From an optimization exercise on the open Yosys and OpenROAD flow, aimed at small area, a short achievable clock period and few clock cycles; shortcuts taken in it are not production practice.
In this exercise RTL edits were held to simulation tests only and were not proved equivalent to the original.
Power and IR drop assume default switching activity.

== red ==
// rk_gpio
module rk_gpio (
    input              clk,
    input              rst,
    input              cmd_valid,
    output             cmd_ready,
    input      [31:0]  cmd_desc,
    input      [31:0]  cmd_data,
    output             rsp_valid,
    output     [2:0]   rsp_status,
    output     [31:0]  rsp_data,
    output             disp_valid,
    output     [7:0]   disp_irq,
    output             disp_exit,
    input      [63:0]  pad_in,
    output     [63:0]  pad_out,
    output     [63:0]  pad_oe,
    output     [63:0]  pull_en,
    output     [1:0]   bank_irq
);
Settings: LEC_CHECK=0, CAP_MARGIN=20, CORE_MARGIN=2, CORE_UTILIZATION=50, CTS_BUF_LIST=sky130_fd_sc_hd__clkbuf_16, CTS_CLUSTER_DIAMETER=100, CTS_CLUSTER_SIZE=20, SLEW_MARGIN=20; clock period 10.0 ns.
standard.sh (not shown) runs the stock make flow with config.mk's settings and CLKGATE_MAP_FILE= SYNTH_SCRIPT=/design/flow/synth_recipe.tcl, a recipe that flattens the netlist after the stock synthesis.
==> flow/flow/run.sh <==
#!/bin/bash
# The standard layout (the standard.sh, unchanged synthesis), with a timing
# repair target below the clock period, port buffers that are plain buffers,
# and cell sizing not held to the same footprint.
set -euo pipefail
bash standard.sh synth > synth.log 2>&1
bash standard.sh SETUP_SLACK_MARGIN=6.6 MATCH_CELL_FOOTPRINT=0 \
    "BUFFER_PORTS_ARGS=-buffer_cell sky130_fd_sc_hd__buf_1" finish > layout.log 2>&1
Testbench counts of red, summed over its fixed seeds: cycles 5,593.
> inputs changed (red -> blue)
diff --git a/flow/flow/run.sh b/flow/flow/run.sh
--- a/flow/flow/run.sh
+++ b/flow/flow/run.sh
@@ -7 +7 @@
-bash standard.sh SETUP_SLACK_MARGIN=6.6 MATCH_CELL_FOOTPRINT=0 \
+bash standard.sh SETUP_SLACK_MARGIN=6.8 MATCH_CELL_FOOTPRINT=0 \
Notes after the runs:
[diff] shortest clock period the worst path allows after layout, blue relative to red: regression. Compared with red, blue degrades wire length. The critical path depth in blue sits 3 below the value recorded for red. In the final reports, the cell area of blue is larger than that of red. The number of instances in the synthesized netlist of blue and that of red are within noise of each other.

========
Another version of the RTL of rk_gpio (not shown whole).
Size in the first run: about 4,500 cells after synthesis, ~900 flip-flops, ~370 I/O pins, about 45,000 um^2 of cells after synthesis.
==> flow/design.v (excerpt) <==
module rk_gpio (
    input              clk,
    input              rst,
    input              cmd_valid,
    output             cmd_ready,
    input      [31:0]  cmd_desc,
    input      [31:0]  cmd_data,
    output             rsp_valid,
    output     [2:0]   rsp_status,
    output     [31:0]  rsp_data,
    output             disp_valid,
    output     [7:0]   disp_irq,
    output             disp_exit,
    input      [63:0]  pad_in,
    output     [63:0]  pad_out,
    output     [63:0]  pad_oe,
    output     [63:0]  pull_en,
    output     [1:0]   bank_irq
);
export LEC_CHECK = 0
export CAP_MARGIN = 20
export CORE_MARGIN = 2
export CORE_UTILIZATION = 50
export CTS_BUF_LIST = sky130_fd_sc_hd__clkbuf_16
export CTS_CLUSTER_DIAMETER = 100
export CTS_CLUSTER_SIZE = 20
export SLEW_MARGIN = 20
create_clock -name core_clock -period 10.0 [get_ports {clk}]
==> flow/flow/run.sh <==
#!/bin/bash
# The standard layout (the standard.sh, unchanged synthesis), with a timing
# repair target below the clock period, port buffers that are plain buffers,
# and cell sizing not held to the same footprint.
set -euo pipefail
bash standard.sh synth > synth.log 2>&1
bash standard.sh SETUP_SLACK_MARGIN=6.5 MATCH_CELL_FOOTPRINT=0 \
    "BUFFER_PORTS_ARGS=-buffer_cell sky130_fd_sc_hd__buf_2" finish > layout.log 2>&1
Testbench counts at the start, summed over its fixed seeds: cycles 5,593.
Next try:
--- a/flow/flow/run.sh
+++ b/flow/flow/run.sh
@@ -6,3 +6,3 @@
 bash standard.sh synth > synth.log 2>&1
 bash standard.sh SETUP_SLACK_MARGIN=6.5 MATCH_CELL_FOOTPRINT=0 \
-    "BUFFER_PORTS_ARGS=-buffer_cell sky130_fd_sc_hd__buf_2" finish > layout.log 2>&1
+    "BUFFER_PORTS_ARGS=-buffer_cell sky130_fd_sc_hd__buf_1" finish > layout.log 2>&1
Settings changed: CAP_MARGIN 20 to 10, SLEW_MARGIN 20 to 10.
Core utilization shrinks by 0.38 points.
Cell count is unchanged.
Design area falls by about 0.7%.
Fmax barely changes.
Routed wire length went up by 0.82%.
Synthesized area does not change.
Sequential share of layout area rises by 0.34 points.
Die area does not change.
Next try:
--- a/flow/flow/run.sh
+++ b/flow/flow/run.sh
@@ -6,3 +6,3 @@
 bash standard.sh synth > synth.log 2>&1
 bash standard.sh SETUP_SLACK_MARGIN=6.5 MATCH_CELL_FOOTPRINT=0 \
-    "BUFFER_PORTS_ARGS=-buffer_cell sky130_fd_sc_hd__buf_1" finish > layout.log 2>&1
+    "BUFFER_PORTS_ARGS=-buffer_cell sky130_fd_sc_hd__buf_2" finish > layout.log 2>&1
Settings changed: CAP_MARGIN 10 to 20, CTS_BUF_LIST sky130_fd_sc_hd__clkbuf_16 to sky130_fd_sc_hd__clkbuf_8, CTS_CLUSTER_DIAMETER 100 to 60, CTS_CLUSTER_SIZE 20 to 12, SLEW_MARGIN 10 to 20.
Effect:
- The new run completed without violations
- final cell count climbs by 2.2%
- synthesized cell count does not change
- area after synthesis is unchanged
- total power grows by 4.0%
- setup slack loses 56 ps
- die area does not change
- cell area came out higher by 2.5%
- clock power goes up by 13%
- sequential share of layout area fell by 1.2 points

separate check: timing with driven ports:
The flow's constraints put no driver on any port. The routed layouts listed below were extracted and timed again, unchanged, in two steps. Step 1 assumes that a clkbuf_16 drives the clock port and a buf_2 every other input. Step 2 adds t to the input delays and takes it off the output delays; t is the mean of the earliest and latest rising clock arrival at the registers after step 1. Input paths then give back, and output paths get back, about the clock's delay inside the block. a / b / c = ideal ports / drivers / drivers and shift; a / b = the first two.
run | t, ns | slack for setup (ns) | worst setup path after step 2 | clock arrival spread, ns
red | 0.725 | 6.281 / 6.281 / 5.798 | input to register | 0.031 / 0.032
blue | 0.731 | 6.226 / 6.226 / 5.818 | input to register | 0.042 / 0.042
the first run of note 2 | 0.770 | 6.423 / 6.405 / 5.995 | input to register | 0.057 / 0.057
the second run of note 2 | 0.748 | 6.420 / 6.413 / 5.954 | input to register | 0.029 / 0.029
the third run of note 2 | 0.893 | 6.364 / 6.290 / 5.885 | input to register | 0.066 / 0.067
After both steps every run listed still meets setup and hold. The setup slack of red, which loses most, moves by 0.000 ns with the drivers and by -0.483 ns with both steps.
